Background: an optimization exercise with open tools, aiming at a short achievable clock period and few clock cycles. Do not read the settings as production practice. The RTL was checked by simulation tests, not by an equivalence proof against the original design. Power figures rest on the tool's default switching activity, not on a simulated workload.

`config.mk`:
```
export PLATFORM = sky130hd
export DESIGN_NAME = asd_jtag_engine
export DESIGN_NICKNAME = asd_jtag_engine
export VERILOG_FILES = /design/flow/design.v
export SDC_FILE = /design/flow/constraint.sdc
export NUM_CORES = 4
export LEC_CHECK = 0
export ABC_CLOCK_PERIOD_IN_PS = 2500
export CAP_MARGIN = 20
export CORE_MARGIN = 2
export CORE_UTILIZATION = 55
export SETUP_SLACK_MARGIN = 3.4
export SLEW_MARGIN = 20
```
`constraint.sdc`:
```
create_clock -name core_clock -period 6.0 [get_ports {clk}]
set_input_delay 1.2000 -clock core_clock [delete_from_list [all_inputs] [get_ports {clk}]]
set_output_delay 1.2000 -clock core_clock [all_outputs]
set_load 0.01 [all_outputs]
```
`design.v`:
```
module asd_jtag_engine (
    input  wire        clk,
    input  wire        rst,
    input  wire        start,
    input  wire [11:0] data_size,
    input  wire        hw_mode,
    input  wire        chain_multi,
    input  wire        wscan_enforce,
    output reg         ready,
    output reg         done,
    output reg  [7:0]  status,
    output reg  [11:0] pl_addr,
    input  wire [7:0]  pl_data,
    output reg         call_valid,
    output reg  [3:0]  call_op,
    output reg  [15:0] call_arg,
    output reg  [15:0] call_arg2,
    output reg  [63:0] call_tdi,
    input  wire        call_ack,
    input  wire        call_fail,
    input  wire [63:0] call_rdata,
    output reg         rsp_valid,
    output reg  [7:0]  rsp_data
);
    localparam [3:0] C_SET_TAP_STATE  = 4'd1;
    localparam [3:0] C_SHIFT          = 4'd2;
    localparam [3:0] C_SET_TCK        = 4'd3;
    localparam [3:0] C_SET_PADDING    = 4'd4;
    localparam [3:0] C_WAIT_CYCLES    = 4'd5;
    localparam [3:0] C_TAP_RESET      = 4'd6;
    localparam [3:0] C_SET_CHAIN      = 4'd7;
    localparam [3:0] C_PIN_WRITE      = 4'd8;
    localparam [3:0] C_PIN_READ       = 4'd9;
    localparam [3:0] C_WAIT_PRDY      = 4'd10;
    localparam [3:0] C_WAIT_SYNC      = 4'd11;
    localparam [3:0] C_EVENT_CONFIG   = 4'd12;
    localparam [7:0] ST_SUCCESS   = 8'h00;
    localparam [7:0] ST_JTAG_FAIL = 8'h2A;
    localparam       I_IDLE = 0;
    localparam       I_OP   = 1;
    localparam       I_OPND = 2;
    localparam       I_PEEK = 3;
    localparam       I_END  = 4;
    localparam [4:0] D_IDLE = 5'b00001;
    localparam [4:0] D_OP   = 5'b00010;
    localparam [4:0] D_OPND = 5'b00100;
    localparam [4:0] D_PEEK = 5'b01000;
    localparam [4:0] D_END  = 5'b10000;
    localparam [1:0] E_NONE = 2'd0;
    localparam [1:0] E_PIN  = 2'd1;
    localparam [1:0] E_SCAN = 2'd2;
    reg        rdy;
    reg [11:0] na;             
    reg        rv;             
    reg        dv;             
    reg [7:0]  pd;             
    reg        k_tap;          
    reg        k_adopt;        
    reg [1:0]  k_skip;         
    reg [3:0]  k_nb;           
    reg [6:0]  k_nbits;        
    reg        k_len1, k_len2, k_len4;
    reg        k_op12, k_op13, k_op14;
    reg        k_lt48;         
    reg        k_zero;         
    reg        k_b31;          
    reg [9:0]  k_tck;          
    reg        pdv;            
    reg [4:0]  dst;
    reg        dfail;
    reg [11:0] pc;             
    reg [11:0] rem;            
    reg [16:0] le;             
    reg        rs_fix;         
    reg        jpend;          
    reg        jpeek;          
    reg [11:0] jtgt;
    reg        jmc;            
    reg [4:0]  jk;
    reg [7:0]  cur_op;
    reg [3:0]  ocnt;           
    reg [2:0]  oidx;           
    reg [63:0] opnd;
    reg        m_hw, m_cm, m_we;
    reg [3:0]  tap;            
    reg [7:0]  x6;             
    reg        unres;          
    reg        uwalk;          
    reg [1:0]  skind;
    reg [2:0]  sidx;           
    reg [3:0]  cand;           
    reg [11:0] wpc, wrem;      
    reg [11:0] rwpc, rwrem;    
    reg        jrw;            
    reg [3:0]  f_cop   [0:7];
    reg [15:0] f_arg   [0:7];
    reg [15:0] f_arg2  [0:7];
    reg [63:0] f_tdi   [0:7];
    reg [1:0]  f_emit  [0:7];
    reg [3:0]  f_nb    [0:7];
    reg        f_chain [0:7];
    reg [7:0]  f_op    [0:7];
    reg [3:0]  f_tap   [0:7];
    reg [7:0]  f_x6    [0:7];
    reg        f_res   [0:7];
    reg [2:0]  wp, rp;
    reg [3:0]  count;
    reg [3:0]  c_cop;
    reg [15:0] c_arg, c_arg2;
    reg [63:0] c_tdi;
    reg [1:0]  c_emit;
    reg [3:0]  c_nb;
    reg        c_chain;
    reg [7:0]  c_op;
    reg [3:0]  c_tap;
    reg [7:0]  c_x6;
    reg [63:0] ebuf;
    reg [3:0]  ecnt;           
    wire [7:0] b = pd;
    function [3:0] scan_nb(input [5:0] n6);
        scan_nb = (n6 == 6'd0) ? 4'd8 : ({1'b0, n6[5:3]} + {3'd0, (n6[2:0] != 3'd0)});
    endfunction
    function [1:0] skip_len(input [7:0] o);    
        case (o)
            8'h00, 8'h01, 8'h02, 8'h03, 8'h10, 8'h11: skip_len = 2'd1;
            8'h04, 8'h05:                             skip_len = 2'd2;
            default:                                  skip_len = 2'd0;
        endcase
    endfunction
    function adopt(input [7:0] o);
        adopt = (o[7:4] == 4'h2) &&
                ((o[3:0] == 4'd1) || (o[3:0] == 4'd6) || (o[3:0] == 4'd13));
    endfunction
    wire [1:0]  b_skip    = k_skip;
    wire [3:0]  b_nb      = k_nb;
    wire [6:0]  b_nbits   = k_nbits;
    wire [6:0]  p_div     = (pl_data[5:0] == 6'd0) ? 7'd64 : {1'b0, pl_data[5:0]};
    wire [6:0]  cur_nbits = (cur_op[5:0] == 6'd0) ? 7'd64 : {1'b0, cur_op[5:0]};
    wire [3:0]  cur_nb    = scan_nb(cur_op[5:0]);
    wire [11:0] rem_m1    = rem - 12'd1;
    wire [11:0] pc_p1     = pc + 12'd1;
    wire [11:0] pc_p2     = pc + 12'd2;
    wire [11:0] pc_p3     = pc + 12'd3;
    wire [11:0] pc_p4     = pc + 12'd4;
    wire [11:0] wpc_p2    = wpc + 12'd2;
    wire [11:0] wpc_p3    = wpc + 12'd3;
    wire [11:0] wpc_p4    = wpc + 12'd4;
    wire [11:0] na_p1     = na + 12'd1;
    wire        rem_zero  = le[0] && !rs_fix;
    wire        le_nb     = le[k_nb];                   
    wire        le_mc     = le[{1'b0, b[3:0]} + 5'd1];  
    wire [16:0] le_m1     = {(rem <= 12'd17), le[16:1]};
    reg  [16:0] le_rem, le_ds;
    integer     li;
    always @(*) begin
        for (li = 0; li < 17; li = li + 1) begin
            le_rem[li] = (rem <= li);
            le_ds[li]  = (data_size <= li);
        end
    end
    wire        wrem_gt2  = (wrem[11:4] != 8'd0) || (wrem[3:0] > 4'd2);
    wire        wrem_gt3  = (wrem[11:4] != 8'd0) || (wrem[3:0] > 4'd3);
    wire [9:0]  jtag_tck = k_tck;
    wire [4:0]  multi_k  = {1'b0, b[3:0]} + 5'd1;
    wire [11:0] mc_jt    = pc_p2 + {8'd0, b[3:0]};
    wire [11:0] mc_jt1   = pc_p3 + {8'd0, b[3:0]};
    reg        t_push;
    reg [3:0]  t_cop;
    reg [15:0] t_arg, t_arg2;
    reg [63:0] t_tdi;
    reg [1:0]  t_emit;
    reg [3:0]  t_nb;
    reg        t_chain;
    reg [3:0]  t_tap;
    reg        t_res;
    reg [7:0]  t_op;
    reg        t_patch;
    reg [3:0]  t_pend;
    reg        t_unpush;
    reg        t_jump;
    reg        t_pjump;        
    reg [11:0] t_jt;
    reg        t_proc;
    reg        t_fail;
    reg        t_end;
    reg        t_opnd;         
    reg        t_newop;        
    reg [3:0]  t_ocnt;
    reg        t_newscan;      
    reg        t_walk;         
    reg        t_peek;         
    reg        t_rewind;       
    reg        t_mc;           
    reg        t_setx6;
    reg        t_settap;
    always @(*) begin
        t_tdi     = opnd;
        t_tdi[oidx*8 +: 8] = b;
        t_cop     = C_TAP_RESET;
        t_arg     = 16'd0;
        t_arg2    = 16'd0;
        t_emit    = E_NONE;
        t_nb      = 4'd1;
        t_chain   = 1'b0;
        t_tap     = tap;
        t_res     = 1'b1;
        t_op      = (dst[I_OPND]) ? cur_op : b;
        if (dst[I_OPND]) begin
            if (cur_op[7:6] != 2'b00) begin
                t_cop  = C_SHIFT;
                t_arg  = {6'd0, 1'b1, (cur_op[7:6] == 2'b11), 1'b0, cur_nbits};
                t_emit = (cur_op[7:6] == 2'b11) ? E_SCAN : E_NONE;
                t_nb   = cur_nb;
                t_res  = 1'b0;
            end else begin
                case (cur_op[4:0])
                    5'h00: begin
                        t_cop  = C_EVENT_CONFIG;
                        t_arg  = {9'd0, b[6:0]};
                        t_arg2 = {15'd0, b[7]};
                    end
                    5'h01: begin
                        t_cop  = C_SET_TCK;
                        t_arg  = {6'd0, k_tck};
                    end
                    5'h02, 5'h03: begin
                        t_cop  = C_SET_PADDING;
                        t_arg  = {8'd0, b};
                        t_arg2 = {15'd0, cur_op[0]};
                    end
                    5'h04, 5'h05: begin
                        t_cop  = C_SET_PADDING;
                        t_arg  = {b, opnd[7:0]};
                        t_arg2 = {14'd0, 1'b1, cur_op[0]};
                    end
                    5'h07: begin
                        if (!b[6]) begin
                            t_cop  = C_PIN_WRITE;
                            t_arg  = {10'd0, b[5:0]};
                            t_arg2 = {15'd0, b[7]};
                        end else begin
                            t_cop   = C_SET_CHAIN;
                            t_arg   = {15'd0, b[0]};
                            t_chain = 1'b1;
                        end
                    end
                    5'h08, 5'h09, 5'h0A, 5'h0B,
                    5'h0C, 5'h0D, 5'h0E, 5'h0F: begin
                        t_cop  = C_PIN_READ;
                        t_arg  = {9'd0, b[6:0]};
                        t_emit = E_PIN;
                    end
                    5'h10, 5'h11: begin
                        t_cop  = C_WAIT_CYCLES;
                        t_arg  = {7'd0, k_zero, b};
                        t_arg2 = {15'd0, cur_op[0]};
                    end
                    default: begin
                        t_cop  = C_WAIT_SYNC;
                        t_arg  = opnd[15:0];
                        t_arg2 = {b, opnd[23:16]};
                    end
                endcase
            end
        end else begin
            if (b[7]) begin
                t_cop  = C_SHIFT;
                t_arg  = {6'd0, 1'b0, 1'b1, 1'b0, k_nbits};
                t_emit = E_SCAN;
                t_nb   = k_nb;
                t_res  = 1'b0;
            end else if (k_tap) begin
                t_cop  = C_SET_TAP_STATE;
                t_arg  = {12'd0, b[3:0]};
                t_tap  = b[3:0];
            end else if (k_op12) begin
                t_cop  = C_WAIT_PRDY;
                t_arg  = {8'd0, x6};
            end else begin
                t_cop  = C_TAP_RESET;
                t_tap  = 4'd0;
            end
        end
    end
    always @(*) begin
        t_push    = 1'b0;
        t_patch   = 1'b0;
        t_pend    = tap;
        t_unpush  = 1'b0;
        t_jump    = 1'b0;
        t_pjump   = 1'b0;
        t_jt      = pc;
        t_proc    = 1'b0;
        t_fail    = 1'b0;
        t_end     = 1'b0;
        t_opnd    = 1'b0;
        t_newop   = 1'b0;
        t_ocnt    = 4'd1;
        t_newscan = 1'b0;
        t_walk    = 1'b0;
        t_peek    = 1'b0;
        t_rewind  = 1'b0;
        t_mc      = 1'b0;
        t_setx6   = 1'b0;
        t_settap  = 1'b0;
        case (1'b1)
            dst[I_OP]: begin
                if (rem_zero) begin
                    if (unres) begin
                        t_patch = 1'b1;
                        t_pend  = uwalk ? cand : tap;
                    end
                    t_end = 1'b1;
                end else if (pdv) begin
                    t_proc = 1'b1;
                    if (unres && !uwalk) begin
                        if (k_tap) begin
                            if (m_hw && !le[1]) begin
                                t_walk = 1'b1;
                            end else begin
                                t_patch = 1'b1;
                                t_pend  = b[3:0];
                            end
                        end else if ((b[7:6] == skind) || ((skind == 2'b01) && !m_we)) begin
                            t_patch = 1'b1;
                            t_pend  = tap;
                        end else begin
                            t_unpush = 1'b1;
                            t_proc   = 1'b0;
                            t_fail   = 1'b1;
                        end
                    end else if (unres && uwalk) begin
                        if ((k_skip == 2'd1) ? !le[2] : (k_skip == 2'd2) ? !le[3] : 1'b0) begin
                            t_proc  = 1'b0;
                            t_jump  = 1'b1;
                            t_pjump = 1'b1;
                            t_peek  = 1'b1;
                            t_jt    = (k_skip == 2'd1) ? pc_p2 : pc_p3;
                        end else begin
                            t_patch = 1'b1;
                            t_pend  = k_adopt ? b[3:0] : cand;
                        end
                    end
                    if (t_proc) begin
                        if (b[7:6] != 2'b00) begin
                            if (b[7:6] == 2'b10) begin
                                t_push    = 1'b1;
                                t_newscan = 1'b1;
                            end else if (le_nb) begin
                                t_fail = 1'b1;
                            end else begin
                                t_newop = 1'b1;
                                t_ocnt  = k_nb;
                            end
                        end else if (k_tap) begin
                            t_push   = 1'b1;
                            t_settap = 1'b1;
                        end else if (k_len1) begin
                            if (le[1]) t_fail = 1'b1;
                            else begin t_newop = 1'b1; t_ocnt = 4'd1; end
                        end else if (k_len2) begin
                            if (le[2]) t_fail = 1'b1;
                            else begin t_newop = 1'b1; t_ocnt = 4'd2; end
                        end else if (k_len4) begin
                            if (le[4]) t_fail = 1'b1;
                            else begin t_newop = 1'b1; t_ocnt = 4'd4; end
                        end else if (k_op12) begin
                            t_push = 1'b1;
                        end else if (k_op14) begin
                            t_push   = 1'b1;
                            t_settap = 1'b1;
                        end else if (!k_op13) begin
                            t_fail = 1'b1;
                        end
                    end
                end
            end
            dst[I_OPND]: begin
                if (pdv) begin
                    t_opnd = 1'b1;
                    if (ocnt == 4'd1) begin
                        if (cur_op[7:6] != 2'b00) begin
                            t_push    = 1'b1;
                            t_newscan = 1'b1;
                        end else begin
                            case (cur_op[4:0])
                                5'h00: t_push = k_lt48;
                                5'h06: t_setx6 = 1'b1;
                                5'h07: begin
                                    if (!b[6]) begin
                                        t_push = 1'b1;
                                    end else if (!m_cm) begin
                                        if (k_b31) t_fail = 1'b1;
                                        else                t_push = 1'b1;
                                    end else begin
                                        if (le_mc) begin
                                            t_fail = 1'b1;
                                        end else begin
                                            t_mc   = 1'b1;
                                            t_jump = 1'b1;
                                            t_jt   = mc_jt;
                                        end
                                    end
                                end
                                default: t_push = 1'b1;
                            endcase
                        end
                    end
                end
            end
            dst[I_PEEK]: begin
                if (pdv) begin
                    if ((k_skip == 2'd1) ? wrem_gt2 : (k_skip == 2'd2) ? wrem_gt3 : 1'b0) begin
                        t_jump  = 1'b1;
                        t_pjump = 1'b1;
                        t_jt    = (k_skip == 2'd1) ? wpc_p2 : wpc_p3;
                    end else begin
                        t_patch  = 1'b1;
                        t_pend   = k_adopt ? b[3:0] : cand;
                        t_jump   = 1'b1;
                        t_rewind = 1'b1;
                    end
                end
            end
            default: ;
        endcase
    end
    wire        i_hs     = call_valid && call_ack;
    wire        i_cfail  = i_hs && call_fail;
    wire        i_chain  = i_hs && !call_fail && c_chain;
    wire        i_emit   = i_hs && !call_fail && !c_chain && (c_emit != E_NONE);
    wire        i_want   = (call_valid ? (call_ack && !call_fail && !c_chain && (c_emit == E_NONE))
                                       : (ecnt[3:1] == 3'd0));
    wire        i_qne    = (count != 4'd0);
    wire        i_hres   = f_res[rp] || (t_patch && (sidx == rp));
    wire        i_pop    = i_want && i_qne && i_hres;
    wire        i_byp    = i_want && !i_qne && t_push && t_res;
    wire        i_cv     = (call_valid && !call_ack) || i_chain || i_pop || i_byp;
    wire [3:0]  i_ecnt   = i_emit ? c_nb : ((ecnt == 4'd0) ? 4'd0 : (ecnt - 4'd1));
    wire        i_done   = (dst[I_END]) && !i_qne && !i_cv && (i_ecnt == 4'd0);
    wire        t_credit = (count <= 4'd3);
    wire        t_jreq   = jpend && (jpeek || t_credit);
    wire        t_req    = !jpend && (dst[I_OP] || (dst[I_OPND])) && t_credit;
    wire        t_qin    = t_push && !i_byp;
    wire        t_qout   = i_pop || t_unpush;
    wire [3:0]  cnt_p1   = count + 4'd1;
    wire [3:0]  cnt_m1   = count - 4'd1;
    wire [3:0]  cnt_m2   = count - 4'd2;
    wire [11:0] jtgt_p1  = jtgt + 12'd1;
    wire [3:0]  n_cop  = i_chain ? C_PIN_WRITE : i_qne ? f_cop[rp] : t_cop;
    wire [15:0] n_arg  = i_chain ? 16'd16 : i_qne ? f_arg[rp] : t_arg;
    wire [15:0] n_arg2 = i_chain ? {15'd0, c_arg[0]} :
                         i_qne ? (f_res[rp] ? f_arg2[rp] : {12'd0, t_pend}) : t_arg2;
    wire [63:0] n_tdi  = i_chain ? c_tdi : i_qne ? f_tdi[rp] : t_tdi;
    always @(posedge clk)
        ready <= rst || (rdy ? !start : (i_cfail || i_done));
    always @(posedge clk) begin
        pd      <= pl_data;
        k_tap   <= (pl_data[7:4] == 4'h2);
        k_adopt <= adopt(pl_data);
        k_skip  <= skip_len(pl_data);
        k_nb    <= scan_nb(pl_data[5:0]);
        k_nbits <= (pl_data[5:0] == 6'd0) ? 7'd64 : {1'b0, pl_data[5:0]};
        k_len1  <= ((pl_data[7:4] == 4'h0) && (pl_data[7:1] != 7'b0000010)) ||
                   (pl_data[7:1] == 7'b0001000);
        k_len2  <= (pl_data[7:1] == 7'b0000010);
        k_len4  <= (pl_data == 8'h19);
        k_op12  <= (pl_data == 8'h12);
        k_op13  <= (pl_data == 8'h13);
        k_op14  <= (pl_data == 8'h14);
        k_lt48  <= (pl_data[6:0] < 7'd48);
        k_zero  <= (pl_data == 8'd0);
        k_b31   <= (pl_data[3:1] != 3'd0);
        k_tck   <= {3'b000, p_div} << pl_data[7:6];
        if (t_opnd)
            opnd[oidx*8 +: 8] <= b;
        if (pdv && (dst[I_OP])) begin
            cur_op <= b;
            ocnt   <= t_ocnt;
            oidx   <= 3'd0;
        end else if (t_opnd) begin
            ocnt   <= ocnt - 4'd1;
            oidx   <= oidx + 3'd1;
        end
        if (rdy) begin
            m_hw <= hw_mode;
            m_cm <= chain_multi;
            m_we <= wscan_enforce;
        end
        if (pdv && (dst[I_OP]))
            skind <= b[7:6];
        else if (pdv && (dst[I_OPND]) && (ocnt == 4'd1))
            skind <= cur_op[7:6];
        if (t_newscan)
            sidx  <= wp;
        if (t_walk)
            cand <= b[3:0];
        if (pdv && (dst[I_OP])) begin
            rwpc  <= pc;
            rwrem <= rem;
            wpc   <= t_jt;
            wrem  <= rem - ((b_skip == 2'd1) ? 12'd2 : 12'd3);
        end else if (pdv && (dst[I_PEEK])) begin
            wpc   <= t_jt;
            wrem  <= wrem - ((b_skip == 2'd1) ? 12'd2 : 12'd3);
        end
        f_cop[wp]   <= t_cop;
        f_arg[wp]   <= t_arg;
        f_arg2[wp]  <= t_arg2;
        f_tdi[wp]   <= t_tdi;
        f_emit[wp]  <= t_emit;
        f_nb[wp]    <= t_nb;
        f_chain[wp] <= t_chain;
        f_op[wp]    <= t_op;
        f_tap[wp]   <= t_tap;
        f_x6[wp]    <= x6;
        f_res[wp]   <= t_res;
        if (t_patch) begin
            f_arg2[sidx] <= {12'd0, t_pend};
            f_tap[sidx]  <= t_pend;
            f_res[sidx]  <= 1'b1;
        end
        if ((!call_valid || call_ack) && (i_chain || i_pop || i_byp)) begin
            c_cop  <= n_cop;
            c_arg  <= n_arg;
            c_arg2 <= n_arg2;
            c_tdi  <= n_tdi;
        end
        if (!call_valid || call_ack) begin
            call_op   <= n_cop;
            call_arg  <= n_arg;
            call_arg2 <= n_arg2;
            call_tdi  <= n_tdi;
        end else begin
            call_op   <= c_cop;
            call_arg  <= c_arg;
            call_arg2 <= c_arg2;
            call_tdi  <= c_tdi;
        end
        if (!call_valid || call_ack) begin
            if (i_chain) begin
                c_chain   <= 1'b0;
            end else if (i_qne) begin
                c_emit    <= f_emit[rp];
                c_nb      <= f_nb[rp];
                c_chain   <= f_chain[rp];
                c_op      <= f_op[rp];
                c_tap     <= f_res[rp] ? f_tap[rp] : t_pend;
                c_x6      <= f_x6[rp];
            end else begin
                c_emit    <= t_emit;
                c_nb      <= t_nb;
                c_chain   <= t_chain;
                c_op      <= t_op;
                c_tap     <= t_tap;
                c_x6      <= x6;
            end
        end
        if (i_hs) begin
            rsp_data <= c_op;
            ebuf     <= (c_emit == E_PIN) ? {56'd0, call_rdata[0], c_arg[6:0]} : call_rdata;
        end else begin
            rsp_data <= ebuf[7:0];
            ebuf     <= {8'd0, ebuf[63:8]};
        end
        if (i_cfail)
            status <= ST_JTAG_FAIL;
        else
            status <= dfail ? ST_JTAG_FAIL : ST_SUCCESS;
    end
    always @(posedge clk) begin
        if (rst) begin
            rdy        <= 1'b1;
            done       <= 1'b0;
            pl_addr    <= 12'd0;
            na         <= 12'd0;
            call_valid <= 1'b0;
            rsp_valid  <= 1'b0;
            ecnt       <= 4'd0;
            rv         <= 1'b0;
            dv         <= 1'b0;
            pdv        <= 1'b0;
            dst        <= D_IDLE;
            dfail      <= 1'b0;
            pc         <= 12'd0;
            rem        <= 12'd0;
            le         <= 17'd1;
            rs_fix     <= 1'b0;
            jpend      <= 1'b0;
            tap        <= 4'd0;
            x6         <= 8'd0;
            unres      <= 1'b0;
            uwalk      <= 1'b0;
            wp         <= 3'd0;
            rp         <= 3'd0;
            count      <= 4'd0;
        end else if (rdy) begin
            done      <= 1'b0;
            rsp_valid <= 1'b0;
            pdv       <= 1'b0;
            if (start) begin
                rdy     <= 1'b0;
                pc      <= 12'd0;
                rem     <= data_size;
                le      <= le_ds;
                rs_fix  <= 1'b0;
                jpend   <= 1'b0;
                jmc     <= 1'b0;
                jrw     <= 1'b0;
                dst     <= D_OP;
                dfail   <= 1'b0;
                unres   <= 1'b0;
                uwalk   <= 1'b0;
                wp      <= 3'd0;
                rp      <= 3'd0;
                count   <= 4'd0;
                dv      <= 1'b1;
                rv      <= 1'b1;
                pl_addr <= 12'd1;
                na      <= 12'd2;
            end else begin
                pl_addr <= 12'd0;
                rv      <= 1'b0;
                dv      <= 1'b0;
            end
        end else begin
            rs_fix <= 1'b0;
            if (pdv && (dst[I_OP] || (dst[I_OPND]))) begin
                pc  <= pc_p1;
                rem <= rem_m1;
                le  <= le_m1;
            end else if (t_jreq && jmc) begin
                pc     <= jtgt;
                rem    <= rem - {7'd0, jk};
                rs_fix <= 1'b1;
            end else if (t_jreq && jrw) begin
                pc     <= rwpc;
                rem    <= rwrem;
                rs_fix <= 1'b1;
            end else if (rs_fix) begin
                le <= le_rem;
            end
            if (t_end)
                dst <= D_END;
            else if (t_fail)
                dst <= D_END;
            else if (t_peek)
                dst <= D_PEEK;
            else if (t_rewind)
                dst <= D_OP;
            else if (t_newop)
                dst <= D_OPND;
            else if (t_opnd && (ocnt == 4'd1))
                dst <= D_OP;
            if (t_end)
                dfail <= 1'b0;
            else if (t_fail)
                dfail <= 1'b1;
            if (t_settap)
                tap <= t_tap;
            if (t_setx6)
                x6 <= b;
            if (t_newscan) begin
                unres <= 1'b1;
                uwalk <= 1'b0;
            end else if (t_walk) begin
                uwalk <= 1'b1;
            end else if (t_patch || t_unpush) begin
                unres <= 1'b0;
            end
            if (t_unpush)
                wp <= wp - 3'd1;
            else if (t_push && !i_byp)
                wp <= wp + 3'd1;
            if (i_pop)
                rp <= rp + 3'd1;
            if (t_qin && !t_qout)
                count <= cnt_p1;
            else if (!t_qin && i_pop && t_unpush)
                count <= cnt_m2;
            else if (!t_qin && t_qout)
                count <= cnt_m1;
            dv  <= rv && !t_jump && !jpend;
            pdv <= dv && !t_jump;
            if (!jpend) begin
                jpeek <= t_pjump;
                jmc   <= t_mc;
                jk    <= multi_k;
                jrw   <= t_rewind;
                jtgt  <= t_rewind ? rwpc : t_jt;
            end
            if (t_jump)
                jpend <= 1'b1;
            else if (t_jreq)
                jpend <= 1'b0;
            pl_addr <= (dst[I_END] || (dst[I_IDLE])) ? 12'd0 : (jpend ? jtgt : na);
            rv      <= t_jreq || t_req;
            if (t_jreq)
                na <= jtgt_p1;
            else if (t_req)
                na <= na_p1;
            call_valid <= i_cv;
            rsp_valid  <= i_emit || (ecnt != 4'd0);
            ecnt       <= i_ecnt;
            done <= 1'b0;
            if (i_cfail) begin
                done    <= 1'b1;
                rdy     <= 1'b1;
                tap     <= c_tap;
                x6      <= c_x6;
                dst     <= D_IDLE;
                unres   <= 1'b0;
                pl_addr <= 12'd0;
                rv      <= 1'b0;
                dv      <= 1'b0;
            end else if (i_done) begin
                done    <= 1'b1;
                rdy     <= 1'b1;
                dst     <= D_IDLE;
            end
        end
    end
endmodule
```
`flow/run.sh`:
```
#!/bin/bash
export BUFFER_PORTS_ARGS="-buffer_cell sky130_fd_sc_hd__buf_4"
bash standard.sh > standard.log 2>&1
```
`standard.sh`:
```
#!/bin/bash
# synth_recipe.tcl (not shown) runs the flow's synth.tcl, then flattens the netlist and writes it again
# the make line also repeats each setting of config.mk as NAME=value (left out here)
make -C /OpenROAD-flow-scripts/flow DESIGN_CONFIG=/design/flow/config.mk WORK_HOME=/design/flow/orfs CLKGATE_MAP_FILE= SYNTH_SCRIPT=/design/flow/synth_recipe.tcl "${@:-finish}"
```
==> results_dict.tcl, run 1 <==
set metrics [dict create \
    p_leak_nw 28.4 \
    use_met1_pct 44.4 \
    period_needed_ps 3060 \
    grt_usage_pct 31.4 \
    p_sw_mw 5.38 \
    area_growth_syn_to_layout_pct 22.0 \
    cts_tree "built" \
    worst_slack_ps 2940 \
    drt-initial-drc-count 5110 \
    sw_frac_of_total_pct 22.4 \
    finClkSkew_ps 39.2 \
    post_drt_via_cell_ratio 6.28 \
    pwr-share-clk_pct 42.6 \
    grt_use_met2_pct 50.2 \
    max_freq_mhz 327 \
    ys_seq_elements 1637 \
    synth_top_flop_cell "edfxtp_1" \
    grt_pass1_wl_mm 296 \
    max_slew_margin_pct 21.9 \
    die_width_um 358 \
    grt_pass1_vias 44500 \
    dr.pass1.iters 6 \
    ys_warn_count 1 \
    hpwl_mm 110 \
    worstSkewPairLatency_ps 820 \
    yosysSeqAreaShare_pct 64.9 \
    hp-class "flop to flop" \
    arrival_ps 3580 \
    r2r_start "wrem[4]" \
    crit_path_max_incr_delay_ps 420 \
    synth_edf_count 1203 \
    place_congestion 0.892 \
    required_ps 6520 \
    grt_setup_unrepaired "true" \
    r2r_cells 13 \
    fp.dieH_um 358 \
    drc_errors 0 \
    fin_util_pct 67.8 \
    ys_types 93 \
    clockBufferDepth 3 \
    start_kind "flop" \
    finalPower_mw 24.1 \
    detail_route.wl_per_cell_um 27.6 \
    p_int_mw 18.7 \
    path_cells "or3_4, nor3_4, a32oi_4, buf_6, nor3_4, or3_4, buf_12, buf_6, nor2b_4, buf_6, nand3_4, nor2_1, a21oi_1" \
    slew_viol_final 0 \
    slowest_stage "or3_4" \
    finalHoldViolCount 0 \
    n_fill_cell 8815 \
    fin_crit_sh_pct 51.0 \
    syn_avg_cell_area_um2 13.3 \
    min-delay-start "ebuf[8]" \
    outcome "finished clean" \
    h-tree-depth 4 \
    worstMarginPinSlew_ps 1160 \
    core_um2 124000 \
    die_area_um2 128000 \
    routed_wl_mm 204 \
    antenna_left 0 \
    antenna_found_initial 6 \
    multiInputGateArea_um2 25700 \
    worstSetupEndpointType "flop" \
    min_to "ebuf[0]" \
    top_usage_layer "met2" \
    power.density_nw_per_um2 286 \
    num_rows 129 \
    cap_viol_max_count 0 \
    fin_tns_setup_ps 0 \
    cp_max_fo 5 \
    place_ws_ps 1700 \
    synth_cells 5190 \
    drive_gt1_share_pct 29.2 \
    r2r_end "f_tap[3][2]" \
    num_vias 46400 \
    grt_overflow 0 \
    initial_core_util_pct 55.6 \
    grtUsageMet3_pct 5.45 \
    clock-sinks 1637 \
    min_path_cells 2 \
    syn_area_um2 69000 \
    seqPwrFrac_pct 51.9 \
    cts_buffers 170 \
    ys_async_sr_fraction_pct 0 \
    setup_viol 0 \
    critPathKind "flop to flop" \
    regArea_um2 44900 \
    portBuffers 218 \
    clk_pin_slew_worst_paths_ps 60 \
    nNetsFinal 5748 \
    r2r_slack_ps 2940 \
    io_pins 224 \
    ir_drop_mv 0.320 \
    clockRootBuffer "clkbuf_16" \
    grt_max_degree 153 \
    combinationalPowerShare_pct 5.5 \
    crit_top_cell "buf_6" \
]
## power groups by stage
stage	logic [mW]	clock network (mW)	registers (mW)
after floorplan	0.663	0	12.7
after global placement	1.11	0	12.7
after detailed placement	1.12	0	12.7
after CTS	1.24	10.4	12.5
after global routing	1.42	10.8	12.5
final	1.32	10.3	12.5
## stage by stage
stage               cell area [um2]  hold slack [ps]  cells
global placement              72400              410   6760
finish                        84200              428   7392
CTS                           81700              433   7293
global route                  84200              452   7390
detailed placement            72400              421   6760
floorplan                     69500              395   5194
## how the worst max path moves through the flow
stage                  start     endpoint  slack [ps]
finish               wrem[4]  f_tap[3][2]        2940
global route         wrem[4]  f_tap[3][2]        2870
CTS                    pd[0]      jtgt[6]        3000
detailed placement  call_ack        ready        1700
global placement    call_ack          rdy        1710
floorplan           call_ack          rdy        2800
## cells in the final DEF (no fill, tap or decap), types with 29 or more instances in the layout
cell type	instances
buf_4	393
clkbuf_16	177
inv_1	42
dfxtp_1	392
clkbuf_1	49
edfxtp_1	1203
buf_12	48
mux4_2	265
nand2_1	451
xnor2_1	37
a21oi_1	300
and3_1	31
nor2_2	71
nor2_1	455
o21ai_0	257
nand2_8	29
nor3_1	41
mux2i_1	183
buf_6	88
a21oi_2	44
clkinv_1	29
xor2_1	35
a22o_1	73
a211oi_1	39
ha_1	40
nor2_4	37
nand3_1	72
## state kept, by name, summed over array words and instances, names as in the netlist, 17 cells and up, named ones only
name and cells:
c_tdi 64, call_tdi 64, ebuf 64, f_arg 128, f_arg2 128, f_cop 32, f_nb 32, f_op 64
f_tap 32, f_tdi 512, f_x6 64, le 17, opnd 64
## cell families after synthesis
group,after synthesis,synth area share [%]
adder cells (fa/ha/maj),49,0.921
AO/OA/AOI/OAI,1090,9.89
other,1,0.00543
XOR/XNOR,75,0.952
flip-flops,1637,64.9
AND/OR/NAND/NOR,1418,8.89
multiplexers,486,11.9
buffers and inverters,434,2.48
## cell type report
type                       count  share of cell area [%]
clock inverter                74                   0.712
tap                         1637                    2.43
timing repair buffer         568                    6.90
multi-input combinational   3165                    30.5
antenna                        2                 0.00595
inverter                      64                   0.354
clock buffer                 244                    5.71
sequential                  1637                    53.4
timing repair inverter         1                 0.00595
## layer usage
| layer | share of wire, % | vias to the layer above | wire length, um |
|---|---|---|---|
| met5 | 0.022 | - | 45 |
| met4 | 3.2 | 6 | 6480 |
| met1 | 41 | 23400 | 84100 |
| met3 | 8.0 | 382 | 16400 |
| li1 | - | 20600 | - |
| met2 | 48 | 2123 | 97200 |
## critical path, delay by kind of cell, from the launching register on
kind	cells	cell delay (ps)
AND/OR/NAND/NOR	7	1600
buffers and inverters	4	530
flip-flops	1	390
AO/OA/AOI/OAI	2	260
## what timing repair did
| action | CTS | global route |
|---|---|---|
| buffers inserted | 163 | 89 |
| gates resized for setup | 441 | 406 |
| pin swaps | 80 | 158 |
| setup endpoints to repair | 1681 | 682 |
| gates cloned | 52 | 7 |
| hold buffers | 0 | 0 |
| hold endpoints to repair | 0 | 0 |
## synthesized netlist by cell type (all sizes together), types with 28 or more instances
cell	number	area share (%)
and3	37	0.34
xor2	35	0.44
inv	59	0.32
a22oi	29	0.32
clkbuf	264	1.4
edfxtp	1203	52
nand3	90	0.65
nor2	560	3.0
nor3	59	0.47
dfxtp	434	13
mux2i	189	2.7
xnor2	40	0.51
o31ai	44	0.48
mux4	265	8.6
buf	106	0.70
a211oi	45	0.50
a22o	117	1.5
nand2	504	2.7
ha	46	0.83
a21oi	353	2.6
o211ai	28	0.30
o21ai	313	2.3
mux2	32	0.52
Testbench counts, summed over its fixed seeds: cycles 128,716.
==> run 2: changes to the inputs <==
--- a/design.v
+++ b/design.v
@@ -90,4 +90,7 @@
     reg [2:0]  sidx;           
     reg [3:0]  cand;           
+    reg        p_valid;        
+    reg [3:0]  p_end;
+    reg [2:0]  p_idx;
     reg [11:0] wpc, wrem;      
     reg [11:0] rwpc, rwrem;    
@@ -163,6 +166,6 @@
     wire [9:0]  jtag_tck = k_tck;
     wire [4:0]  multi_k  = {1'b0, b[3:0]} + 5'd1;
-    wire [11:0] mc_jt    = pc_p2 + {8'd0, b[3:0]};
-    wire [11:0] mc_jt1   = pc_p3 + {8'd0, b[3:0]};
+    wire [11:0] pc_jk    = pc + {7'd0, jk};
+    wire [11:0] pc_jk1   = pc + {7'd0, jk} + 12'd1;
     reg        t_push;
     reg [3:0]  t_cop;
@@ -399,5 +402,4 @@
                                             t_mc   = 1'b1;
                                             t_jump = 1'b1;
-                                            t_jt   = mc_jt;
                                         end
                                     end
@@ -433,5 +435,7 @@
                                        : (ecnt[3:1] == 3'd0));
     wire        i_qne    = (count != 4'd0);
-    wire        i_hres   = f_res[rp] || (t_patch && (sidx == rp));
+    wire        i_ppend  = p_valid && (p_idx == rp);
+    wire [3:0]  i_hend   = i_ppend ? p_end : t_pend;
+    wire        i_hres   = f_res[rp] || i_ppend || (t_patch && (sidx == rp));
     wire        i_pop    = i_want && i_qne && i_hres;
     wire        i_byp    = i_want && !i_qne && t_push && t_res;
@@ -451,5 +455,5 @@
     wire [15:0] n_arg  = i_chain ? 16'd16 : i_qne ? f_arg[rp] : t_arg;
     wire [15:0] n_arg2 = i_chain ? {15'd0, c_arg[0]} :
-                         i_qne ? (f_res[rp] ? f_arg2[rp] : {12'd0, t_pend}) : t_arg2;
+                         i_qne ? (f_res[rp] ? f_arg2[rp] : {12'd0, i_hend}) : t_arg2;
     wire [63:0] n_tdi  = i_chain ? c_tdi : i_qne ? f_tdi[rp] : t_tdi;
     always @(posedge clk)
@@ -516,9 +520,11 @@
         f_x6[wp]    <= x6;
         f_res[wp]   <= t_res;
-        if (t_patch) begin
-            f_arg2[sidx] <= {12'd0, t_pend};
-            f_tap[sidx]  <= t_pend;
-            f_res[sidx]  <= 1'b1;
+        if (p_valid) begin
+            f_arg2[p_idx] <= {12'd0, p_end};
+            f_tap[p_idx]  <= p_end;
+            f_res[p_idx]  <= 1'b1;
         end
+        p_end <= t_pend;
+        p_idx <= sidx;
         if ((!call_valid || call_ack) && (i_chain || i_pop || i_byp)) begin
             c_cop  <= n_cop;
@@ -546,5 +552,5 @@
                 c_chain   <= f_chain[rp];
                 c_op      <= f_op[rp];
-                c_tap     <= f_res[rp] ? f_tap[rp] : t_pend;
+                c_tap     <= f_res[rp] ? f_tap[rp] : i_hend;
                 c_x6      <= f_x6[rp];
             end else begin
@@ -592,4 +598,5 @@
             unres      <= 1'b0;
             uwalk      <= 1'b0;
+            p_valid    <= 1'b0;
             wp         <= 3'd0;
             rp         <= 3'd0;
@@ -612,4 +619,5 @@
                 unres   <= 1'b0;
                 uwalk   <= 1'b0;
+                p_valid <= 1'b0;
                 wp      <= 3'd0;
                 rp      <= 3'd0;
@@ -631,5 +639,5 @@
                 le  <= le_m1;
             end else if (t_jreq && jmc) begin
-                pc     <= jtgt;
+                pc     <= pc_jk;
                 rem    <= rem - {7'd0, jk};
                 rs_fix <= 1'b1;
@@ -669,4 +677,5 @@
                 unres <= 1'b0;
             end
+            p_valid <= t_patch && !(i_pop && (sidx == rp));
             if (t_unpush)
                 wp <= wp - 3'd1;
@@ -694,8 +703,8 @@
             else if (t_jreq)
                 jpend <= 1'b0;
-            pl_addr <= (dst[I_END] || (dst[I_IDLE])) ? 12'd0 : (jpend ? jtgt : na);
+            pl_addr <= (dst[I_END] || (dst[I_IDLE])) ? 12'd0 : (jpend ? (jmc ? pc_jk : jtgt) : na);
             rv      <= t_jreq || t_req;
             if (t_jreq)
-                na <= jtgt_p1;
+                na <= jmc ? pc_jk1 : jtgt_p1;
             else if (t_req)
                 na <= na_p1;
==> results_dict.tcl, run 2 <==
set metrics [dict create \
    outcome "finished clean" \
    synth_top_area_share_pct 52.4 \
    detail_route.wl_per_cell_um 27.4 \
    largest_reg_flops 512 \
    synth_area_leaders "edfxtp_1, dfxtp_1, mux4_2" \
    grt_usage_pct 29.9 \
    worstMarginPinSlew_ps 1110 \
    final_common_cell "edfxtp_1" \
    ys_types 92 \
    portBuffers 218 \
    grt_overflow 0 \
    ys_warn_count 1 \
    ir_drop_mv 0.326 \
    synth_xor_area_share_pct 1.06 \
    fin_crit_sh_pct 50.8 \
    synth_fa_ha_area_share_pct 0.886 \
    max_freq_mhz 328 \
    cp_top_family "compound AO/OA/AOI/OAI gates" \
    antenna_left 0 \
    cap_viol_max_count 0 \
    ys_seq_elements 1645 \
    cts_buffers 172 \
    synth_compound_area_share_pct 9.73 \
    slew_viol_final 0 \
    path_cells "ha_4, fa_2, a21o_1, buf_4, a221o_2, buf_4, mux2i_2, nor2_1, a22oi_2, nand4_1, mux2i_1, a21oi_1, nand2_1" \
    critPathKind "flop to flop" \
    fin_tns_setup_ps 0 \
    clock-sinks 1645 \
    ys_async_sr_fraction_pct 0 \
    finClkSkew_ps 23.1 \
    worstSkewPairLatency_ps 800 \
    drive_gt1_share_pct 26.7 \
    syn_avg_cell_area_um2 13.3 \
    area_growth_syn_to_layout_pct 19.3 \
    min-delay-start "sidx[0]" \
    dr.pass1.iters 8 \
    synth_edf_count 1203 \
    num_rows 129 \
    cts_tree "built" \
    num_vias 45400 \
    initial_core_util_pct 55.6 \
    grt_max_degree 144 \
    max_slew_margin_pct 25.8 \
    setup_viol 0 \
    crit_top_cell "buf_4" \
    die_area_um2 128000 \
    r2r_start "jk[0]" \
    worstSetupEndpointType "flop" \
    cp_num_buf_inv 2 \
    grt_use_met2_pct 47.5 \
    required_ps 6690 \
    h-tree-depth 4 \
    synth_top_family_by_area "multiplexers" \
    top_usage_layer "met2" \
    period_needed_ps 3050 \
    place_congestion 0.868 \
    fp.dieH_um 358 \
    mostFrequentLayoutCells "edfxtp_1, nor2_1, nand2_1" \
    crit_path_max_incr_delay_ps 460 \
    io_pins 224 \
    synth_cells 5162 \
    power.density_nw_per_um2 326 \
    synth_common_cells "edfxtp_1, nor2_1, nand2_1, dfxtp_1, a21oi_1" \
    drt-initial-drc-count 5249 \
    syn_area_um2 68900 \
    cts_hold_buf 0 \
    synth_top_flop_cell "edfxtp_1" \
    top_regs "f_tdi (512), f_arg2 (128), f_arg (128)" \
    nNetsFinal 5622 \
    cp_max_fo 5 \
    slowest_stage "a221o_2" \
    clockRootBuffer "clkbuf_16" \
    yosys.area_share.simple_pct 9.04 \
    yosysSeqAreaShare_pct 65.3 \
    finalHoldViolCount 0 \
    synthMuxAreaShare_pct 11.6 \
    grt_pass1_vias 43200 \
    clk_pin_slew_worst_paths_ps 60 \
    startpoint "jk[0]" \
    grtUsageMet3_pct 4.17 \
    top_register "f_tdi" \
    arrival_ps 3740 \
    start_kind "flop" \
    clockBufferDepth 3 \
    hp-class "flop to flop" \
    core_um2 124000 \
    fin_util_pct 66.3 \
    post_drt_via_cell_ratio 6.24 \
    use_met1_pct 43.6 \
    hpwl_mm 108 \
    grt_setup_unrepaired "true" \
    p_leak_nw 28.0 \
    multiInputGateArea_um2 24500 \
    drc_errors 0 \
    yosys.area.top_type "edfxtp_1" \
    n_fill_cell 8969 \
    grt_pass1_wl_mm 282 \
    routed_wl_mm 199 \
    antenna_found_initial 4 \
    die_width_um 358 \
    synth_most_common_cell "edfxtp_1" \
    regArea_um2 45100 \
]
## run 2: cell count changes after synthesis, sizes merged, moves of 9 or more
cell and change:
and2 +10, and3 -12, o31ai -27, nand3 -35, nor3 +19, a21oi -10
clkbuf +23, mux2i -28, o21ai +9, buf -30, xnor2 +9
## run 2: area by class of cell
class                   instances  area share, %
diodes                          1        0.00304
well taps                    1637           2.49
clock buffers                 242           6.03
repair inverters                4         0.0304
flip-flops and latches       1645           54.8
clock inverters                80          0.855
repair buffers                494           5.66
multi-input cells            3107           29.8
inverters                      59          0.347
## run 2: cells by family after synthesis
| kind of cell | after synthesis |
|---|---|
| xor+xnor | 83 |
| buf+inv | 422 |
| other cells | 1 |
| fa+ha+maj | 47 |
| compound gates | 1075 |
| simple gates | 1426 |
| mux | 463 |
| flops | 1645 |
## run 2: report_power, final
group	leakage, nW	switching, mW	internal, mW
clock	2.80	4.48	6.14
sequential	14.8	0.314	12.9
combinational	10.4	1.80	1.21
total	28.0	6.59	20.2
## run 2: through the flow
stage | worst slack [ps] | hold slack [ps] | power (mW) | cell area, um2 | instances
floorplan | 2940 | 369 | 14.8 | 69300 | 5166
global placement | 1760 | 386 | 15.8 | 72300 | 6741
detailed placement | 1750 | 389 | 15.9 | 72400 | 6745
CTS | 2920 | 400 | 26.6 | 80100 | 7174
global route | 2830 | 406 | 27.6 | 82200 | 7268
finish | 2950 | 393 | 26.8 | 82200 | 7269
## run 2: worst reg2reg max path: stages, from the launching register on
cell and delay [ps]:
edfxtp_1 440, ha_4 190, fa_2 350, a21o_1 200, buf_4 150, a221o_2 460, buf_4 170, mux2i_2 190
nor2_1 110, a22oi_2 170, nand4_1 180, mux2i_1 160, a21oi_1 110, nand2_1 60
## run 2: what timing repair did
action,in CTS,in global routing
cloned,16,12
endpoints found under the setup margin,1762,548
pin swaps,40,103
gates resized for setup,293,291
buffers inserted,91,82
## run 2: final timing paths
check,endpoint,slack [ps],cells past startpoint
setup / recovery,na[11],2950,13
hold / removal,p_idx[0],390,0
setup reg to reg,na[11],2950,13
hold reg to reg,p_idx[0],390,0
## run 2: metal layers
layer	vias to the layer above	wire [um]
li1	20200	-
met1	22900	85100
met2	1967	93200
met3	324	15600
met4	0	5140
met5	-	0
Testbench counts of run 2, summed over its fixed seeds: cycles 128,716.
==> run 3: changes to the inputs <==
--- a/design.v
+++ b/design.v
@@ -74,4 +74,5 @@
     reg        rs_fix;         
     reg        jpend;          
+    reg        jprep;          
     reg        jpeek;          
     reg [11:0] jtgt;
@@ -108,5 +109,5 @@
     reg        f_res   [0:7];
     reg [2:0]  wp, rp;
-    reg [3:0]  count;
+    wire [2:0] count = wp - rp;    
     reg [3:0]  c_cop;
     reg [15:0] c_arg, c_arg2;
@@ -167,5 +168,4 @@
     wire [4:0]  multi_k  = {1'b0, b[3:0]} + 5'd1;
     wire [11:0] pc_jk    = pc + {7'd0, jk};
-    wire [11:0] pc_jk1   = pc + {7'd0, jk} + 12'd1;
     reg        t_push;
     reg [3:0]  t_cop;
@@ -434,5 +434,5 @@
     wire        i_want   = (call_valid ? (call_ack && !call_fail && !c_chain && (c_emit == E_NONE))
                                        : (ecnt[3:1] == 3'd0));
-    wire        i_qne    = (count != 4'd0);
+    wire        i_qne    = (wp != rp);
     wire        i_ppend  = p_valid && (p_idx == rp);
     wire [3:0]  i_hend   = i_ppend ? p_end : t_pend;
@@ -443,12 +443,9 @@
     wire [3:0]  i_ecnt   = i_emit ? c_nb : ((ecnt == 4'd0) ? 4'd0 : (ecnt - 4'd1));
     wire        i_done   = (dst[I_END]) && !i_qne && !i_cv && (i_ecnt == 4'd0);
-    wire        t_credit = (count <= 4'd3);
-    wire        t_jreq   = jpend && (jpeek || t_credit);
+    wire        t_credit = !count[2];
+    wire        t_jreq   = jpend && !jprep && (jpeek || t_credit);
     wire        t_req    = !jpend && (dst[I_OP] || (dst[I_OPND])) && t_credit;
     wire        t_qin    = t_push && !i_byp;
     wire        t_qout   = i_pop || t_unpush;
-    wire [3:0]  cnt_p1   = count + 4'd1;
-    wire [3:0]  cnt_m1   = count - 4'd1;
-    wire [3:0]  cnt_m2   = count - 4'd2;
     wire [11:0] jtgt_p1  = jtgt + 12'd1;
     wire [3:0]  n_cop  = i_chain ? C_PIN_WRITE : i_qne ? f_cop[rp] : t_cop;
@@ -527,5 +524,5 @@
         p_end <= t_pend;
         p_idx <= sidx;
-        if ((!call_valid || call_ack) && (i_chain || i_pop || i_byp)) begin
+        if ((!call_valid || call_ack) && (i_chain || i_qne || pdv)) begin
             c_cop  <= n_cop;
             c_arg  <= n_arg;
@@ -594,4 +591,5 @@
             rs_fix     <= 1'b0;
             jpend      <= 1'b0;
+            jprep      <= 1'b0;
             tap        <= 4'd0;
             x6         <= 8'd0;
@@ -601,5 +599,4 @@
             wp         <= 3'd0;
             rp         <= 3'd0;
-            count      <= 4'd0;
         end else if (rdy) begin
             done      <= 1'b0;
@@ -613,4 +610,5 @@
                 rs_fix  <= 1'b0;
                 jpend   <= 1'b0;
+                jprep   <= 1'b0;
                 jmc     <= 1'b0;
                 jrw     <= 1'b0;
@@ -622,5 +620,4 @@
                 wp      <= 3'd0;
                 rp      <= 3'd0;
-                count   <= 4'd0;
                 dv      <= 1'b1;
                 rv      <= 1'b1;
@@ -639,5 +636,5 @@
                 le  <= le_m1;
             end else if (t_jreq && jmc) begin
-                pc     <= pc_jk;
+                pc     <= jtgt;
                 rem    <= rem - {7'd0, jk};
                 rs_fix <= 1'b1;
@@ -684,10 +681,4 @@
             if (i_pop)
                 rp <= rp + 3'd1;
-            if (t_qin && !t_qout)
-                count <= cnt_p1;
-            else if (!t_qin && i_pop && t_unpush)
-                count <= cnt_m2;
-            else if (!t_qin && t_qout)
-                count <= cnt_m1;
             dv  <= rv && !t_jump && !jpend;
             pdv <= dv && !t_jump;
@@ -699,12 +690,15 @@
                 jtgt  <= t_rewind ? rwpc : t_jt;
             end
+            if (jprep)
+                jtgt <= pc_jk;
+            jprep <= t_jump && t_mc;
             if (t_jump)
                 jpend <= 1'b1;
             else if (t_jreq)
                 jpend <= 1'b0;
-            pl_addr <= (dst[I_END] || (dst[I_IDLE])) ? 12'd0 : (jpend ? (jmc ? pc_jk : jtgt) : na);
+            pl_addr <= (dst[I_END] || (dst[I_IDLE])) ? 12'd0 : (jpend ? jtgt : na);
             rv      <= t_jreq || t_req;
             if (t_jreq)
-                na <= jmc ? pc_jk1 : jtgt_p1;
+                na <= jtgt_p1;
             else if (t_req)
                 na <= na_p1;
==> results_dict.tcl, run 3 <==
set metrics [dict create \
    portBuffers 218 \
    antenna_found_initial 13 \
    path_cells "buf_12, o21ai_4, o21ai_2, a221o_1, a21oi_1, a2111oi_4, buf_4, a21oi_2, nor2_1" \
    synth_most_common_cell "edfxtp_1" \
    io_pins 224 \
    clockBufferDepth 3 \
    finalPower_mw 26.1 \
    min_to "p_idx[1]" \
    grt_max_degree 145 \
    post_drt_via_cell_ratio 6.21 \
    drc_errors 0 \
    synth_top_area_share_pct 52.1 \
    synth_area_leaders "edfxtp_1, dfxtp_1, mux4_2" \
    area_growth_syn_to_layout_pct 17.1 \
    grt_pass1_vias 43000 \
    grt_pass1_wl_mm 284 \
    largest_reg_flops 512 \
    drive_gt1_share_pct 24.9 \
    r2r_start "cur_op[1]" \
    grt_setup_unrepaired "true" \
    clock-sinks 1642 \
    hp-class "flop to flop" \
    r2r_slack_ps 3420 \
    setup_viol 0 \
    detail_route.wl_per_cell_um 26.9 \
    ir_drop_mv 0.312 \
    finClkSkew_ps 20.0 \
    syn_area_um2 69300 \
    arrival_ps 3110 \
    worstSkewPairLatency_ps 800 \
    yosys.area.top_type "edfxtp_1" \
    antenna_left 0 \
    top_regs "f_tdi (512), f_arg2 (128), f_arg (128)" \
    core_um2 125000 \
    place_congestion 0.901 \
    mostFrequentLayoutCells "edfxtp_1, nand2_1, buf_4" \
    r2r_end "c_arg[3]" \
    fin_crit_sh_pct 42.9 \
    ys_async_sr_fraction_pct 0 \
    synth_edf_count 1203 \
    min_path_cells 0 \
    dr.pass1.iters 6 \
    clockRootBuffer "clkbuf_16" \
    synth_cells 5103 \
    crit_path_max_incr_delay_ps 430 \
    p_leak_nw 27.5 \
    hpwl_mm 113 \
    worstMarginPinSlew_ps 1060 \
    required_ps 6530 \
    place_ws_ps 1550 \
    max_slew_margin_pct 29.3 \
    cp_max_fo 14 \
    yosysSeqAreaShare_pct 64.8 \
    ys_warn_count 1 \
    slew_viol_final 0 \
    top_register "f_tdi" \
    critPathKind "flop to flop" \
    h-tree-depth 4 \
    grt_overflow 0 \
    initial_core_util_pct 55.3 \
    worst_slack_ps 3420 \
    worstSetupEndpointType "flop" \
    period_needed_ps 2580 \
    slowest_stage "edfxtp_1" \
    drt-initial-drc-count 4892 \
    ys_seq_elements 1642 \
    fin_tns_setup_ps 0 \
    synth_top_flop_cell "edfxtp_1" \
    min-delay-start "sidx[1]" \
    cap_viol_max_count 0 \
    cts_buffers 170 \
    grt_usage_pct 29.6 \
    start_kind "flop" \
    cts_tree "built" \
    ys_types 124 \
    finalHoldViolCount 0 \
    clk_pin_slew_worst_paths_ps 70 \
    die_width_um 359 \
    power.density_nw_per_um2 322 \
    outcome "finished clean" \
    synth_common_cells "edfxtp_1, nand2_1, dfxtp_1, nor2_1, a21oi_1" \
    routed_wl_mm 194 \
    num_vias 44700 \
    num_rows 130 \
    n_fill_cell 9260 \
    r2r_cells 9 \
    die_area_um2 129000 \
    max_freq_mhz 388 \
    fp.dieH_um 359 \
    final_common_cell "edfxtp_1" \
    syn_avg_cell_area_um2 13.6 \
    nNetsFinal 5534 \
]
run 3: changes by cell type in the layout (fill, tap and decap cells not counted), sizes merged, moves of 16 or more:
cell	before	now
nor3	78	56
mux2i	161	192
inv	55	73
nor2	559	331
nand2	511	646
o22a	16	0
clkbuf	252	228
clkinv	57	74
run 3: cell type report:
| class | count | area, um2 | share of cell area [%] |
|---|---|---|---|
| multi-input combinational | 3035 | 24100 | 29.7 |
| antenna | 5 | 12.5 | 0.0154 |
| sequential | 1642 | 45000 | 55.5 |
| tap | 1650 | 2060 | 2.54 |
| inverter | 73 | 407 | 0.501 |
| timing repair buffer | 475 | 4200 | 5.18 |
| clock inverter | 94 | 785 | 0.967 |
| timing repair inverter | 1 | 8.76 | 0.0108 |
| clock buffer | 224 | 4580 | 5.64 |
run 3: worst max-delay path by stage:
stage                         start        to  slack, ps  depth (start not counted)
after floorplan               rp[1]    na[10]       3010                         17
after global placement     call_ack    dst[1]       1640                         10
after detailed placement   call_ack    dst[1]       1550                         10
after CTS                   oidx[0]  c_tdi[7]       3300                          9
after global routing          wp[0]    na[10]       3370                         10
final                     cur_op[1]  c_arg[3]       3420                          9
run 3: power by group:
part           internal [mW]  switching [mW]  leakage [nW]
sequential              12.9           0.293          14.7
combinational           1.12            1.61          10.1
clock                   5.75            4.46          2.64
total                   19.7            6.37          27.5
run 3: logic make-up after synthesis:
logic type,synth area share [%]
multiplexers,12.1
adder cells (fa/ha/maj),0.827
AND/OR/NAND/NOR,8.54
AO/OA/AOI/OAI,10.2
buffers and inverters,2.58
XOR/XNOR,0.959
flip-flops,64.8
other,0.00541
run 3: metrics by stage:
| step | area (um2) | cells | hold WS [ps] | util (%) |
|---|---|---|---|---|
| floorplan | 69600 | 5107 | 367 | - |
| global placement | 72500 | 6691 | 379 | 57.9 |
| detailed placement | 72500 | 6692 | 381 | 57.9 |
| CTS | 80000 | 7120 | 390 | 63.9 |
| global route | 81200 | 7195 | 405 | 64.8 |
| finish | 81200 | 7199 | 398 | 64.8 |
run 3: worst max-delay path, delay by kind of cell, from the launching register on:
family          cells  cell delay (ps)
compound gates      6             1440
buf+inv             2              360
flops               1              430
simple gates        1               70
run 3: routing by layer:
| layer | global-route usage, % | vias to the layer above | share of wire, % |
|---|---|---|---|
| met5 | 0 | - | 0.043 |
| met4 | 8.65 | 12 | 2.8 |
| met3 | 5.03 | 355 | 7.9 |
| met2 | 46.4 | 1863 | 46 |
| met1 | 42.8 | 22500 | 43 |
| li1 | - | 20000 | - |
run 3: timing repair:
item                        CTS  global route
setup endpoints to repair  1882           289
cloned                       11             2
setup buffers                99            72
gates resized for setup     264           119
hold buffers                  0             0
pin swaps                    30            37
Testbench counts of run 3, summed over its fixed seeds: cycles 128,749.
==> run 4: changes to the inputs <==
--- a/config.mk
+++ b/config.mk
@@ -10,4 +10,4 @@
 export CORE_MARGIN = 2
 export CORE_UTILIZATION = 55
-export SETUP_SLACK_MARGIN = 3.4
+export SETUP_SLACK_MARGIN = 3.8
 export SLEW_MARGIN = 20
==> results_dict.tcl, run 4 <==
set metrics [dict create \
    period_needed_ps 2630 \
    fp.dieH_um 359 \
    grt_overflow 0 \
    io_pins 224 \
    cts_tree "built" \
    clk_pin_slew_worst_paths_ps 60 \
    crit_path_max_incr_delay_ps 450 \
    portBuffers 218 \
    cp_max_fo 4 \
    setup_viol 0 \
    clock-sinks 1642 \
    cts_hold_buf 0 \
    die_area_um2 129000 \
    fin_tns_setup_ps 0 \
    synth_area_leaders "edfxtp_1, dfxtp_1, mux4_2" \
    max_slew_margin_pct 36.8 \
    cp_top_family "compound AO/OA/AOI/OAI gates" \
    syn_area_um2 69300 \
    mostFrequentLayoutCells "edfxtp_1, nand2_1, buf_4" \
    area_growth_syn_to_layout_pct 31.7 \
    grt_max_degree 80 \
    top_register "f_tdi" \
    worstMarginPinSlew_ps 939 \
    power.density_nw_per_um2 299 \
    multiInputGateArea_um2 27500 \
    yosysSeqAreaShare_pct 64.8 \
    synth_common_cells "edfxtp_1, nand2_1, dfxtp_1, nor2_1, a21oi_1" \
    detail_route.wl_per_cell_um 29.6 \
    crit_top_cell "buf_6" \
    h-tree-depth 4 \
    stdcell_area_um2 91300 \
    outcome "finished clean" \
    p_leak_nw 31.6 \
    ys_warn_count 1 \
    path_cells "buf_6, or3_4, nor3b_4, buf_4, buf_6, buf_16, a221o_1, a21oi_2, o31ai_4, o21ai_2, nor2_1" \
    nNetsFinal 5940 \
    clockRootBuffer "clkbuf_16" \
    die_width_um 359 \
    min-delay-start "sidx[2]" \
    initial_core_util_pct 55.3 \
    r2r_end "c_arg[2]" \
    arrival_ps 3270 \
    grt_usage_pct 33.2 \
    max_freq_mhz 381 \
    finClkSkew_ps 28.6 \
    grt_pass1_wl_mm 316 \
    grtUsageMet3_pct 5.93 \
    grt_use_met2_pct 50.4 \
    r2r_cells 11 \
    place_congestion 0.872 \
    slowest_stage "o31ai_4" \
    final_common_cell "edfxtp_1" \
    drc_errors 0 \
    r2r_slack_ps 3370 \
    grt_pass1_vias 46200 \
    dr.pass1.iters 5 \
    worstSkewPairLatency_ps 800 \
    path_depth 11 \
    cts_buffers 172 \
    endpoint "c_arg[2]" \
    num_rows 130 \
    antenna_left 0 \
    r2r_start "cur_op[1]" \
    post_drt_via_cell_ratio 6.40 \
    core_um2 125000 \
    worstSetupEndpointType "flop" \
    cp_num_buf_inv 4 \
    drt-initial-drc-count 6225 \
    n_fill_cell 7998 \
    drive_gt1_share_pct 39.8 \
    routed_wl_mm 225 \
    antenna_found_initial 10 \
    yosys.area.top_type "edfxtp_1" \
    largest_reg_flops 512 \
    synth_top_flop_cell "edfxtp_1" \
    postPlaceCellArea_um2 73100 \
    synth_top_area_share_pct 52.1 \
    ys_seq_elements 1642 \
    dp_cells 6684 \
    ys_types 124 \
    slew_viol_final 0 \
    required_ps 6640 \
    num_vias 48700 \
    final_cells 7606 \
    use_met1_pct 49.6 \
    top_regs "f_tdi (512), f_arg2 (128), f_arg (128)" \
    top_usage_layer "met2" \
    regArea_um2 45200 \
    critPathKind "flop to flop" \
    startpoint "cur_op[1]" \
    start_kind "flop" \
    hp-class "flop to flop" \
    clockBufferDepth 3 \
    synth_most_common_cell "edfxtp_1" \
    ys_async_sr_fraction_pct 0 \
    fin_crit_sh_pct 43.8 \
    hpwl_mm 113 \
    grt_setup_unrepaired "true" \
    cap_viol_max_count 0 \
    ir_drop_mv 0.340 \
    synth_cells 5103 \
    synth_edf_count 1203 \
    finalHoldViolCount 0 \
    syn_avg_cell_area_um2 13.6 \
]
[run 4: cell counts after synthesis]
No cell type changed its count.
[run 4: worst min-delay path by stage]
stage	endpoint	cells past startpoint
finish	p_idx[2]	0
global placement	p_idx[1]	0
floorplan	p_idx[0]	0
detailed placement	p_idx[2]	0
CTS	p_idx[2]	0
global route	p_idx[2]	0
[run 4: repair_timing]
item	in CTS	in global routing
setup endpoints to repair	2413	964
pin swaps	177	205
resized for setup	1054	589
setup buffers	315	185
cloned	61	35
[run 4: cell type report]
cell class                      instances  share of cell area [%]
Sequential cell                      1642                    49.5
Antenna cell                            8                  0.0219
Clock inverter                         80                   0.747
Tap cell                             1650                    2.26
Multi-Input combinational cell       3037                    30.1
Timing Repair Buffer                  870                    11.6
Clock buffer                          238                    5.16
Timing Repair inverter                  8                  0.0795
Inverter                               73                   0.513
[run 4: logic make-up after synthesis]
family,count (synthesis),share of synthesized area (%)
muxes,503,12.1
xor gates and xnor gates,75,0.959
DFF,1642,64.8
and+or+nand+nor,1321,8.54
other,1,0.00541
buffers and inverters,437,2.58
adders and majority gates,44,0.827
AOI/OAI and AO/OA,1080,10.2
[run 4: metrics by stage]
step	power [mW]	hold slack, ps	utilization [%]	worst slack (ps)
final	27.3	405	72.9	3370
after floorplan	14.8	367	-	3020
after CTS	26.8	393	69.2	3450
after global placement	15.8	386	58.4	1330
after detailed placement	15.8	396	58.4	1270
after global routing	28.1	414	72.9	3300
[run 4: report_power, final]
group          internal, mW  switching, mW  leakage, nW
registers              12.9          0.345         14.8
logic                  1.73           1.99         14.2
clock network          5.91           4.44         2.63
total                  20.5           6.78         31.6
[run 4: worst register-to-register path: stages (launching register included)]
cell and delay, ps:
edfxtp_1 430, buf_6 150, or3_4 390, nor3b_4 250, buf_4 160, buf_6 100, buf_16 110, a221o_1 150
a21oi_2 50, o31ai_4 450, o21ai_2 130, nor2_1 120
[run 4: per-layer routing]
layer  vias up  share of wire, %
li1      20800                 -
met1     24700                41
met2      2680                45
met3       434                10
met4         4               3.2
met5         -            0.0093
==> run 5: changes to the inputs <==
--- a/config.mk
+++ b/config.mk
@@ -10,4 +10,6 @@
 export CORE_MARGIN = 2
 export CORE_UTILIZATION = 55
+export CTS_CLUSTER_DIAMETER = 50
+export CTS_CLUSTER_SIZE = 30
 export SETUP_SLACK_MARGIN = 3.8
 export SLEW_MARGIN = 20
==> results_dict.tcl, run 5 <==
set metrics [dict create \
    largest_reg_flops 512 \
    h-tree-depth 4 \
    drc_errors 0 \
    core_um2 125000 \
    final_cells 7592 \
    final_common_cell "edfxtp_1" \
    nNetsFinal 5937 \
    synth_most_common_cell "edfxtp_1" \
    max_slew_margin_pct 34.3 \
    initial_core_util_pct 55.3 \
    crit_top_cell "buf_4" \
    yosys.area.top_type "edfxtp_1" \
    r2r_slack_ps 3380 \
    setup_viol 0 \
    grt_pass1_vias 46000 \
    syn_area_um2 69300 \
    die_width_um 359 \
    period_needed_ps 2620 \
    clk_pin_slew_worst_paths_ps 80 \
    outcome "finished clean" \
    grt_pass1_wl_mm 315 \
    critPathKind "flop to flop" \
    ir_drop_mv 0.330 \
    mostFrequentLayoutCells "edfxtp_1, nand2_1, buf_4" \
    crit_path_max_incr_delay_ps 500 \
    fin_crit_sh_pct 43.7 \
    top_regs "f_tdi (512), f_arg2 (128), f_arg (128)" \
    whs_ps 404 \
    p_leak_nw 31.5 \
    antenna_found_initial 10 \
    routed_wl_mm 227 \
    cp_num_buf_inv 2 \
    syn_avg_cell_area_um2 13.6 \
    io_pins 224 \
    cp_max_fo 34 \
    fp.dieH_um 359 \
    top_register "f_tdi" \
    power.density_nw_per_um2 305 \
    drt-initial-drc-count 6663 \
    cts_hold_buf 0 \
    portBuffers 218 \
    detail_route.wl_per_cell_um 30.0 \
    ys_warn_count 1 \
    die_area_um2 129000 \
    max_freq_mhz 381 \
    num_rows 130 \
    multiInputGateArea_um2 26900 \
    yosysSeqAreaShare_pct 64.8 \
    fin_tns_setup_ps 0 \
    synth_common_cells "edfxtp_1, nand2_1, dfxtp_1, nor2_1, a21oi_1" \
    start_kind "flop" \
    required_ps 6680 \
    worstMarginPinSlew_ps 983 \
    clockRootBuffer "clkbuf_16" \
    worstSkewPairLatency_ps 810 \
    path_cells "buf_4, buf_4, and2_1, nor2_1, and3_1, a211o_1, o21bai_1" \
    regArea_um2 45200 \
    n_fill_cell 8052 \
    slowest_stage "buf_4" \
    ys_seq_elements 1642 \
    wl_met1_mm 92.8 \
    worstSetupEndpointType "flop" \
    post_drt_via_cell_ratio 6.47 \
    drive_gt1_share_pct 39.7 \
    synth_top_flop_cell "edfxtp_1" \
    finalHoldViolCount 0 \
    antenna_left 0 \
    finClkSkew_ps 30.9 \
    clock-sinks 1642 \
    synth_cells 5103 \
    ys_types 124 \
    dr.pass1.iters 5 \
    num_vias 49100 \
    cts_tree "built" \
    wl_met2_mm 103 \
    grt_max_degree 145 \
    arrival_ps 3300 \
    cap_viol_max_count 0 \
    ys_async_sr_fraction_pct 0 \
    grt_usage_pct 33.1 \
    wl_met3_mm 24.4 \
    top_layer "met4" \
    area_growth_syn_to_layout_pct 31.3 \
    cts_buffers 157 \
    grt_overflow 0 \
    hpwl_mm 113 \
    hp-class "flop to flop" \
    synth_edf_count 1203 \
    synth_top_area_share_pct 52.1 \
    clockBufferDepth 3 \
    cp_top_family "buffers and inverters" \
    slew_viol_final 0 \
    grt_setup_unrepaired "true" \
    dp_cells 6684 \
    synth_area_leaders "edfxtp_1, dfxtp_1, mux4_2" \
    place_congestion 0.872 \
]
## run 5: cell type report
type,count,share of cell area (%)
repair buffers,876,11.6
diodes,6,0.0165
inverters,73,0.520
repair inverters,8,0.0797
clock inverters,115,1.41
multi-input cells,3043,29.6
flip-flops and latches,1642,49.7
well taps,1650,2.27
clock buffers,179,4.78
## run 5: cell families (layout without fill, tap and decap cells)
kind of cell / after synthesis / after routing / share of synthesized area [%]
compound gates: 1080 / 1081 / 10.2
xor+xnor: 75 / 75 / 0.959
fa+ha+maj: 44 / 44 / 0.827
buf+inv: 437 / 1251 / 2.58
flops: 1642 / 1642 / 64.8
mux: 503 / 503 / 12.1
other cells: 1 / 11 / 0.00541
simple gates: 1321 / 1335 / 8.54
## run 5: worst register-to-register path: cells and delay by family (launching register included)
family	cells	cell delay [ps]
buf+inv	2	910
compound gates	2	410
flops	1	340
simple gates	3	870
## run 5: per-layer routing
| metal | vias to the layer above | global-route usage, % |
|---|---|---|
| li1 | 20900 | - |
| met5 | - | 0 |
| met4 | 0 | 9.80 |
| met2 | 2853 | 50.1 |
| met1 | 25000 | 49.3 |
| met3 | 452 | 6.23 |
## run 5: final timing paths
check                           startpoint  endpoint  depth (start not counted)
worst max register to register         rdy    na[10]                          7
worst min-delay path               sidx[2]  p_idx[2]                          0
worst min register to register     sidx[2]  p_idx[2]                          0
worst max-delay path                   rdy    na[10]                          7
## run 5: timing repair
| item | 4_1_cts | 5_1_grt |
|---|---|---|
| gates cloned | 66 | 39 |
| gates resized for setup | 1034 | 490 |
| endpoints found under the setup margin | 2413 | 1172 |
| buffers inserted | 334 | 169 |
| pin swaps | 194 | 194 |
## run 5: power by group
group / internal (mW) / switching, mW / total, mW
sequential: 12.9 / 0.347 / 13.2
combinational: 1.79 / 2.03 / 3.82
clock: 5.94 / 4.79 / 10.7
## run 5: metrics by stage
stage	utilization, %	setup WS [ps]	power, mW	area, um2
global placement	58.4	1330	15.8	73100
detailed placement	58.4	1270	15.8	73100
floorplan	-	3020	14.8	70600
global route	72.7	3330	28.5	91000
CTS	69.5	3440	27.3	87000
finish	72.7	3380	27.8	91000

==> port drivers added, routing unchanged <==
The results above use ideal ports. As a check the final layouts listed here were re-extracted and re-timed, cells and wires unchanged.
Step 1, drivers: a clkbuf_16 drives clk and a buf_2 each remaining input, both assumed.
Step 2 also shifts input and output timing later by t, the mid clock arrival at the registers, as if the neighbouring blocks saw the same clock.
Three values: ideal ports, drivers, drivers and shift; two values: the first two.
run	t (ns)	setup WS [ns]
run 1	0.877	2.940 / 2.940 / 2.357
run 2	0.866	2.951 / 2.951 / 2.556
run 3	0.869	3.424 / 3.353 / 2.619
run 4	0.869	3.374 / 3.374 / 2.692
run 5	0.874	3.376 / 3.376 / 2.600
After both steps setup and hold are still met in every run listed.
